Context: an optimization exercise on an open-source flow, tuned for small area, a short achievable clock period and few clock cycles. The choices shown serve that exercise and are no tape-out recipe. No functional check of the RTL was part of any run shown here.

--- constraint.sdc ---
create_clock -name core_clock -period 10.0 [get_ports {clk}]
set_input_delay 2.0000 -clock core_clock [delete_from_list [all_inputs] [get_ports {clk}]]
set_output_delay 2.0000 -clock core_clock [all_outputs]
set_load 0.01 [all_outputs]
--- config.mk ---
export PLATFORM = sky130hd
export DESIGN_NAME = jel_cap
export DESIGN_NICKNAME = jel_cap
export VERILOG_FILES = /design/flow/design.v
export SDC_FILE = /design/flow/constraint.sdc
export NUM_CORES = 4
export LEC_CHECK = 0
export CAP_MARGIN = 20
export CORE_MARGIN = 2
export CORE_UTILIZATION = 40
export SLEW_MARGIN = 20
--- run.sh ---
#!/bin/bash
# synth_recipe.tcl (not shown) runs the flow's synth.tcl, then flattens the netlist and writes it again
# the make line also repeats each setting of config.mk as NAME=value (left out here)
make -C /OpenROAD-flow-scripts/flow DESIGN_CONFIG=/design/flow/config.mk WORK_HOME=/design/flow/orfs CLKGATE_MAP_FILE= SYNTH_SCRIPT=/design/flow/synth_recipe.tcl finish
--- design.v ---
module jel_cap (
    input  wire        clk,
    input  wire        rst,           
    input  wire        cmd_valid,
    output wire        cmd_ready,
    input  wire [2:0]  cmd_op,
    input  wire [31:0] cmd_arg,
    input  wire [7:0]  cmd_b,         
    input  wire [31:0] cmd_wb,        
    input  wire [31:0] cmd_hb,        
    input  wire        cmd_ecc,       
    input  wire        cmd_elen,      
    output reg         rsp_valid,
    output reg  [7:0]  rsp_code,      
    output wire [31:0] rsp_value
);
    localparam OP_ECCLEN  = 3'd0;
    localparam OP_ECCCEIL = 3'd1;
    localparam OP_CAPECC  = 3'd2;
    localparam OP_RAWCAP  = 3'd3;
    localparam OP_CAP     = 3'd4;
    localparam E_BLOCKLEN = 8'h12;
    localparam E_OPCODE   = 8'h16;
    localparam E_FRAME    = 8'h18;
    localparam E_CAPACITY = 8'h22;
    localparam E_RESOURCE = 8'h52;
    localparam S_IDLE = 3'd0;
    localparam S_MUL  = 3'd1;
    localparam S_DIV  = 3'd2;
    localparam S_FIN  = 3'd3;
    localparam S_POST = 3'd4;
    reg [2:0]  state;
    reg        rdy;
    reg [2:0]  op;
    reg        ecc, elen;
    reg        divdone;       
    reg [31:0] acc;           
    reg        ovf;           
    reg [31:0] y;             
    reg        ybig;          
    reg [31:0] h;             
    reg [7:0]  d;             
    reg [7:0]  k;             
    reg [7:0]  rem;
    reg [3:0]  dq;            
    reg [2:0]  cnt;           
    assign cmd_ready = rdy;
    assign rsp_value = acc;
    wire accept = cmd_valid && rdy;
    function automatic [2:0] top_nib(input [31:0] x);
        begin
            if      (|x[31:28]) top_nib = 3'd7;
            else if (|x[27:24]) top_nib = 3'd6;
            else if (|x[23:20]) top_nib = 3'd5;
            else if (|x[19:16]) top_nib = 3'd4;
            else if (|x[15:12]) top_nib = 3'd3;
            else if (|x[11:8])  top_nib = 3'd2;
            else if (|x[7:4])   top_nib = 3'd1;
            else                top_nib = 3'd0;
        end
    endfunction
    wire [9:0] d1 = {2'b00, d};
    wire [9:0] d2 = {1'b0, d, 1'b0};
    wire [9:0] d3 = d1 + d2;
    function automatic [9:0] r4step(input [9:0] t, input [9:0] a1,
                                    input [9:0] a2, input [9:0] a3);
        reg [10:0] s1, s2, s3;
        begin
            s1 = {1'b0, t} - {1'b0, a1};
            s2 = {1'b0, t} - {1'b0, a2};
            s3 = {1'b0, t} - {1'b0, a3};
            if (!s3[10])      r4step = {2'd3, s3[7:0]};
            else if (!s2[10]) r4step = {2'd2, s2[7:0]};
            else if (!s1[10]) r4step = {2'd1, s1[7:0]};
            else              r4step = {2'd0, t[7:0]};
        end
    endfunction
    wire [3:0] nib = y[{cnt, 2'b00} +: 4];
    wire [9:0] stA = r4step({rem, nib[3:2]}, d1, d2, d3);
    wire [9:0] stB = r4step({stA[7:0], nib[1:0]}, d1, d2, d3);
    wire in_mul = (state == S_MUL);
    wire in_fin = (state == S_FIN);
    wire shl    = (state == S_DIV) || in_fin;
    wire inc    = in_fin && ((op == OP_ECCLEN) || ((op == OP_ECCCEIL) && (rem != 8'd0)));
    wire [31:0] ysel = in_mul ? y : {24'd0, k};
    wire        b0   = in_mul ? h[0] : (shl & dq[0]);
    wire        b1   = in_mul ? h[1] : (shl & dq[1]);
    wire        b2   = shl & dq[2];
    wire        b3   = shl & dq[3];
    wire [35:0] opa  = shl ? {acc, 4'b0000} : {4'b0000, acc};
    wire [35:0] row0 = b0 ? {4'd0, ysel} : 36'd0;
    wire [35:0] row1 = b1 ? {3'd0, ysel, 1'b0} : 36'd0;
    wire [35:0] row2 = b2 ? {26'd0, k, 2'b00} : 36'd0;
    wire [35:0] row3 = b3 ? {25'd0, k, 3'b000} : 36'd0;
    wire [35:0] row4 = inc ? {28'd0, k} : 36'd0;
    wire [35:0] sum  = opa + row0 + row1 + row2 + row3 + row4;
    wire ovf_n = ovf | (sum[35:31] != 5'd0) | (in_mul & ybig & (h[0] | h[1]));
    wire mul_last = (h[31:2] == 30'd0);
    wire        cap_bad = elen ? (acc[31:3] == 29'd0 && acc[2:0] <= 3'd4) : (acc == 32'd0);
    wire [31:0] cap_val = elen ? acc - 32'd4 : acc;
    task automatic respond(input [7:0] code);
        begin
            rsp_code  <= code;
            rsp_valid <= 1'b1;
            state     <= S_IDLE;
            rdy       <= 1'b1;
        end
    endtask
    always @(posedge clk) begin
        if (rst) begin
            state     <= S_IDLE;
            rdy       <= 1'b1;
            rsp_valid <= 1'b0;
        end else begin
            rsp_valid <= 1'b0;
            case (state)
            S_IDLE: begin
                if (accept) begin
                    op      <= cmd_op;
                    ecc     <= cmd_ecc;
                    elen    <= cmd_elen;
                    divdone <= 1'b0;
                    acc     <= 32'd0;
                    ovf     <= 1'b0;
                    ybig    <= 1'b0;
                    rem     <= 8'd0;
                    dq      <= 4'd0;
                    h       <= cmd_hb;
                    d       <= (cmd_op == OP_ECCLEN) ? cmd_b - 8'd5 : cmd_b;
                    k       <= (cmd_op == OP_ECCLEN || cmd_op == OP_ECCCEIL) ? cmd_b : cmd_b - 8'd5;
                    y       <= (cmd_op == OP_RAWCAP || cmd_op == OP_CAP) ? cmd_wb : cmd_arg;
                    cnt     <= top_nib(cmd_arg);
                    case (cmd_op)
                    OP_ECCLEN: begin
                        if (cmd_b <= 8'd4)      respond(E_BLOCKLEN);
                        else if (cmd_b < 8'd6)  respond(E_FRAME);
                        else begin state <= S_DIV; rdy <= 1'b0; end
                    end
                    OP_ECCCEIL, OP_CAPECC: begin
                        if (cmd_b <= 8'd4) respond(E_BLOCKLEN);
                        else begin state <= S_DIV; rdy <= 1'b0; end
                    end
                    OP_RAWCAP: begin
                        state <= S_MUL; rdy <= 1'b0;
                    end
                    OP_CAP: begin
                        if (cmd_ecc && cmd_b <= 8'd4) respond(E_BLOCKLEN);
                        else begin state <= S_MUL; rdy <= 1'b0; end
                    end
                    default: respond(E_OPCODE);
                    endcase
                end
            end
            S_MUL: begin
                acc  <= sum[31:0];
                ovf  <= ovf_n;
                ybig <= ybig | y[31] | y[30];
                y    <= {y[29:0], 2'b00};
                h    <= {2'b00, h[31:2]};
                if (mul_last) begin
                    if (op == OP_RAWCAP) begin
                        if (ovf_n) begin acc <= 32'd0; respond(E_RESOURCE); end
                        else respond(8'd0);
                    end else begin
                        state <= S_POST;
                    end
                end
            end
            S_DIV: begin
                acc <= sum[31:0];
                ovf <= ovf_n;
                rem <= stB[7:0];
                dq  <= {stA[9:8], stB[9:8]};
                cnt <= cnt - 3'd1;
                if (cnt == 3'd0) state <= S_FIN;
            end
            S_FIN: begin
                acc <= sum[31:0];
                if (op == OP_CAP) begin
                    divdone <= 1'b1;
                    state   <= S_POST;
                end else if (ovf_n) begin
                    acc <= 32'd0;
                    respond(E_RESOURCE);
                end else begin
                    respond(8'd0);
                end
            end
            S_POST: begin
                if (!divdone && ovf) begin
                    acc <= 32'd0;
                    respond(E_RESOURCE);
                end else if (!divdone && ecc) begin
                    y     <= acc;
                    cnt   <= top_nib(acc);
                    acc   <= 32'd0;
                    rem   <= 8'd0;
                    dq    <= 4'd0;
                    state <= S_DIV;
                end else if (cap_bad) begin
                    acc <= 32'd0;
                    respond(E_CAPACITY);
                end else begin
                    acc <= cap_val;
                    respond(8'd0);
                end
            end
            default: begin
                state <= S_IDLE;
                rdy   <= 1'b1;
            end
            endcase
        end
    end
endmodule
==> flow_summary.ini, run 1 <==
[timing]
period_share = 0.766
hold_viol_final = 0
worst_pin_slew_ns = 1.02
period_needed_ns = 7.66
finClkSkew_ns = 0.0167
slew_headroom = 0.316
fin_tns_setup_ns = 0
final_max_slew_viol_count = 0
grt_setup_unrepaired = no
fmax_mhz = 131
finalSetupViolCount = 0

[detailed_routing]
wire_per_inst_um = 20.5
first_pass_iters = 6
drtIter0Drc = 1064
wirelength_mm = 47.7
drc = 0
post_drt_via_cell_ratio = 5.74
via_count = 13300
final_antenna_net_count = 0

[synthesis]
synthFlopType = edfxtp_1
ys_types = 75
synth_area_leaders = edfxtp_1 (28%), ha_1 (12%), fa_1 (8.3%), mux2i_1 (4.9%), nand2_1 (4.8%)
synth_edf_count = 141
netlist_instances = 1694
synth-seq-cells = 146
ys_seq_area_frac = 0.285
syn-cell-area_sq_um = 15200
async_reset_ff_frac = 0
synth.largest_area_cell = edfxtp_1
avgSynthCellArea_sq_um = 8.99
yosysWarnings = 1
yosysTopAreaCellShare = 0.278

[grt]
grt_use_total = 0.246
grt_pass1_wl_mm = 74.7
antenna_found_initial = 0
grt_max_degree = 70
grt.overflow.total = 0
grt_pass1_vias = 13100

[clock_tree]
insertion_delay_ns = 0.46
cts_max_level = 4
cts_buffer_depth = 2
path_clk_slew_ns = 0.07
cts_root_buf = clkbuf_16
cts_hold_buf = 0
cts_buffers = 17
cts.repair.resized = 0
cts_setup_buffers = 0
clkSinkCount = 146
cts_tree = done

[worst_setup_path]
critPathMaxFanout = 44
crit_type = flip-flop to flip-flop
worstSetupStartpointType = flip-flop
required_ns = 10.18
endpoint_kind = flip-flop
worstPathArrival_ns = 7.84

[finish]
layout_commonest_cell = nand2_1
diodes = 0
layout-drive-gt1-share = 0.0480
syn2layout_area_growth_pct = 17.0
nNetsFinal = 2123
fillers = 3563
final_cell_mix = nand2_1 (194), clkdlybuf4s50_1 (151), ha_1 (148)

[placement]
portBuffers = 151
hpwl_mm = 37.0
gp_congestion = 0.977

[job]
maxCapViolations = 0

[floorplan]
die_area_sq_um = 39600
die_h_um = 199
dieWidth_um = 199
initial_core_util = 0.405
core_area_sq_um = 37600
row_count = 71
io_pins = 154

[min_path]
hp-class = flip-flop to flip-flop

[outcome]
outcome = no timing/DRC/antenna violations
-- layer usage --
| metal | track usage | up-vias | part of all wire |
|---|---|---|---|
| met4 | 0.0779 | 0 | 0.023 |
| met2 | 0.409 | 464 | 0.47 |
| li1 | - | 6309 | - |
| met3 | 0.0356 | 68 | 0.059 |
| met1 | 0.331 | 6492 | 0.45 |
| met5 | 0 | - | 0 |
-- final timing paths --
path	to	depth (start not counted)	startpoint	slack [ns]
min	h[19]	2	h[21]	0.54
min reg2reg	h[19]	2	h[21]	0.54
max	acc[3]	21	state[0]	2.34
max reg2reg	acc[3]	21	state[0]	2.34
-- metrics by stage --
stage               hold slack [ns]  instance area, sq um  std cells   util  worst slack [ns]
detailed placement            0.528                 17200       2292  0.459              2.25
finish                        0.541                 17800       2324  0.474              2.34
CTS                           0.544                 17800       2324  0.474              2.20
global route                  0.565                 17800       2324  0.474              1.90
global placement              0.521                 17200       2290  0.458              2.54
floorplan                     0.510                 15200       1695      -              3.85
-- logic make-up after synthesis --
kind of cell | share of synthesized area
other cells | 0.000246
mux | 0.0612
buf+inv | 0.0567
fa+ha+maj | 0.205
compound gates | 0.162
simple gates | 0.171
flops | 0.285
xor+xnor | 0.0587
-- critical path, cell delays in order, from the launching register on --
cell and delay, ns:
dfxtp_1 0.64, nand2b_1 0.24, nor2_4 0.82, a22oi_1 0.51, nor2_1 0.26, fa_1 0.46
fa_1 0.54, inv_1 0.05, fa_1 0.61, inv_1 0.06, ha_1 0.30, a211oi_1 0.22
o21ai_0 0.29, o2111a_1 0.37, o21ai_0 0.34, a21oi_1 0.15, o211a_1 0.22, o2111ai_1 0.33
o2111ai_1 0.16, a22oi_2 0.20, buf_4 0.38, o22ai_1 0.17
-- synth_stat cells, types with 9 or more instances --
cell type	instances
a22oi_1	32
and2_1	20
buf_1	15
nor2_1	112
ha_1	148
and3_1	22
o21bai_1	12
nor3_1	28
nor2b_1	23
clkbuf_1	60
fa_1	63
edfxtp_1	141
o211ai_1	13
o21ai_0	89
o21a_1	17
xor2_1	36
or3_1	9
nand4_1	12
nand2b_1	16
o22ai_1	32
inv_1	134
nand3_1	52
nor4_1	33
a21oi_1	84
xnor2_1	66
a21o_1	33
mux2i_1	74
nand2_1	194
-- state kept, by name, indices dropped and copies added (netlist names) --
signal / flops
acc: 32
rem: 8
elen: 1
ybig: 1
rsp_code: 6
rsp_valid: 1
op: 3
divdone: 1
ovf: 1
rdy: 1
d: 8
y: 32
state: 3
cnt: 3
ecc: 1
k: 8
dq: 4
h: 32
-- area by class of cell --
| class | count | area, sq um | area share |
|---|---|---|---|
| multi-input combinational | 1330 | 10100 | 0.567 |
| inverter | 135 | 507 | 0.0285 |
| clock inverter | 15 | 135 | 0.00759 |
| clock buffer | 17 | 425 | 0.0239 |
| tap | 511 | 639 | 0.0359 |
| sequential | 146 | 4330 | 0.243 |
| timing repair buffer | 170 | 1670 | 0.0937 |
==> run 2, diff against run 1 <==
--- a/config.mk
+++ b/config.mk
@@ -8,4 +8,5 @@
 export CAP_MARGIN = 20
 export CORE_MARGIN = 2
 export CORE_UTILIZATION = 40
+export SETUP_SLACK_MARGIN = 5
 export SLEW_MARGIN = 20
==> run 2 against run 1 <==
Setup slack gained 1.8 ns. Maximum frequency grew 30%. Highest routed layer unchanged. Count of clock-buffer cells in the layout is the same. Non-clock buffer count grew 124. First-iteration DRC count grew 3.1%.
==> flow_summary.ini, run 2 <==
[clock_tree]
insertion_delay_ns = 0.45
cts_buffers = 17
clkSinkCount = 146
cts_root_buf = clkbuf_16
cts_hold_buf = 0
cts_max_level = 4
path_clk_slew_ns = 0.07
cts_buffer_depth = 2
cts_tree = done

[placement]
hpwl_mm = 37.5
pre_cts_ws_ns = 2.66
gp_congestion = 0.943
portBuffers = 151

[synthesis]
synth_area_leaders = edfxtp_1 (28%), ha_1 (12%), fa_1 (8.3%), mux2i_1 (4.9%), nand2_1 (4.8%)
ys_types = 75
avgSynthCellArea_sq_um = 8.99
synthFlopType = edfxtp_1
yosysWarnings = 1
yosysMostFrequentCell = nand2_1
synth-seq-cells = 146
syn-cell-area_sq_um = 15200
netlist_instances = 1694
synth.largest_area_cell = edfxtp_1
async_reset_ff_frac = 0
yosysTopAreaCellShare = 0.278
synth_common_cells = nand2_1 (194), ha_1 (148), edfxtp_1 (141), inv_1 (134), nor2_1 (112)
synth_edf_count = 141
ys_seq_area_frac = 0.285

[finish]
layout-drive-gt1-share = 0.183
nNetsFinal = 2252
reg_top3 = acc (32), h (32), y (32)
layout_commonest_cell = nand2_1
final_cell_mix = nand2_1 (191), clkdlybuf4s50_1 (151), edfxtp_1 (141)
diodes = 0
finalCoreUtilization = 0.535
syn2layout_area_growth_pct = 32.2

[timing]
whs_ns = 0.548
finalSetupViolCount = 0
finClkSkew_ns = 0.0120
slew_headroom = 0.346
worst_pin_slew_ns = 0.973
fmax_mhz = 169
setup_slack_ns = 4.09
period_share = 0.591
fin_tns_setup_ns = 0
hold_viol_final = 0
final_max_slew_viol_count = 0
grt_setup_unrepaired = yes
period_needed_ns = 5.91

[grt]
grt_max_degree = 40
antenna_found_initial = 0
grt_pass1_wl_mm = 81.8
grt_pass1_vias = 14200
grt_use_total = 0.273
grt.overflow.total = 0

[detailed_routing]
wl_met3_mm = 3.15
first_pass_iters = 5
via_count = 14100
post_drt_via_cell_ratio = 5.75
final_antenna_net_count = 0
met2_wirelength_mm = 25.9
wire_per_inst_um = 21.8
wl_met1_mm = 22.5
top_layer_used = met4
drc = 0
wirelength_mm = 53.5
drtIter0Drc = 1097

[floorplan]
die_h_um = 199
dieWidth_um = 199
row_count = 71
io_pins = 154
initial_core_util = 0.405
core_area_sq_um = 37600
die_area_sq_um = 39600

[worst_setup_path]
worst-r2r-cell-count = 23
rr_startpoint = state[2]
critPathMaxFanout = 7
required_ns = 10.17
startpoint = state[2]
r2r_slack_ns = 4.09
crit_type = flip-flop to flip-flop
r2r-end = acc[7]
worstSetupStartpointType = flip-flop
endpoint_kind = flip-flop
worstPathArrival_ns = 6.08

[outcome]
outcome = no timing/DRC/antenna violations

[job]
maxCapViolations = 0

[min_path]
hp-class = flip-flop to flip-flop
holdPathEnd = h[22]
hold_start = h[24]
hold-path-cell-count = 2
## run 2: worst max-delay path, stage by stage, from the launching register on
cell       delay [ns]
dfxtp_4          0.39
nand2b_4         0.21
nor2_4           0.07
buf_4            0.16
a22o_4           0.30
and3_1           0.22
fa_1             0.50
fa_1             0.55
inv_1            0.06
fa_1             0.53
inv_1            0.04
ha_1             0.37
a21o_1           0.22
a21o_1           0.16
o2111a_2         0.19
o21ai_4          0.20
a21oi_4          0.08
o211a_1          0.25
o2111ai_4        0.28
o2111ai_2        0.16
a22oi_2          0.27
buf_6            0.20
buf_12           0.15
o22ai_1          0.08
## run 2: through the flow
step | instances | area [sq um]
finish | 2453 | 20100
global route | 2453 | 20100
CTS | 2425 | 19600
detailed placement | 2294 | 17400
global placement | 2294 | 17400
floorplan | 1695 | 15500
## run 2: metal layers
metal,GRT usage,vias to the layer above
li1,-,6578
met5,0,-
met2,0.462,492
met3,0.0424,113
met1,0.353,6930
met4,0.0965,0
## run 2: how the worst max path moves through the flow
| stage | to |
|---|---|
| detailed placement | acc[15] |
| global route | acc[7] |
| CTS | acc[9] |
| floorplan | acc[10] |
| global placement | acc[29] |
| finish | acc[7] |
## run 2: final cells by class
cell class                 count  area (sq um)
sequential                   146          4350
tap                          511           639
timing repair buffer         294          2970
clock inverter                15           171
fill                        3426         17500
inverter                     135           507
clock buffer                  17           425
multi-input combinational   1335         11100
## run 2: kinds of logic after synthesis
kind of cell             after synthesis  synth area share
buffers and inverters                219            0.0567
AND/OR/NAND/NOR                      549             0.171
multiplexers                          83            0.0612
AO/OA/AOI/OAI                        383             0.162
other                                  1          0.000246
flip-flops                           146             0.285
adder cells (fa/ha/maj)              211             0.205
XOR/XNOR                             102            0.0587
## run 2: what timing repair did
| action | 4_1_cts | 5_1_grt |
|---|---|---|
| pin swaps | 65 | 77 |
| setup buffers | 87 | 25 |
| gates resized for setup | 132 | 66 |
| setup endpoints to repair | 52 | 52 |
| gates cloned | 12 | 3 |

what the ideal ports hide:
Ports are ideal in the flow. The routed layouts listed here were re-timed in OpenROAD.
Step 1 assumes that a clkbuf_16 drives the clock port and a buf_2 every other input.
Step 2 moves the port delays by t, midway between the first and last clock arrival at a register: inputs arrive t later, outputs are due t later. That takes back most of the time a late clock gives input paths.
Three values: ideal ports, drivers, drivers and shift; two values: the first two.
run	shift t [ns]	setup slack, ns	hold WS [ns]	worst setup path after step 2	latest minus earliest clock arrival (ns)
run 1	0.504	2.339 / 2.339 / 2.339	0.541 / 0.541 / 0.541	register to register	0.017 / 0.017
run 2	0.501	4.093 / 4.093 / 4.093	0.548 / 0.548 / 0.548	register to register	0.012 / 0.012
After both steps setup and hold are still met in every run listed.
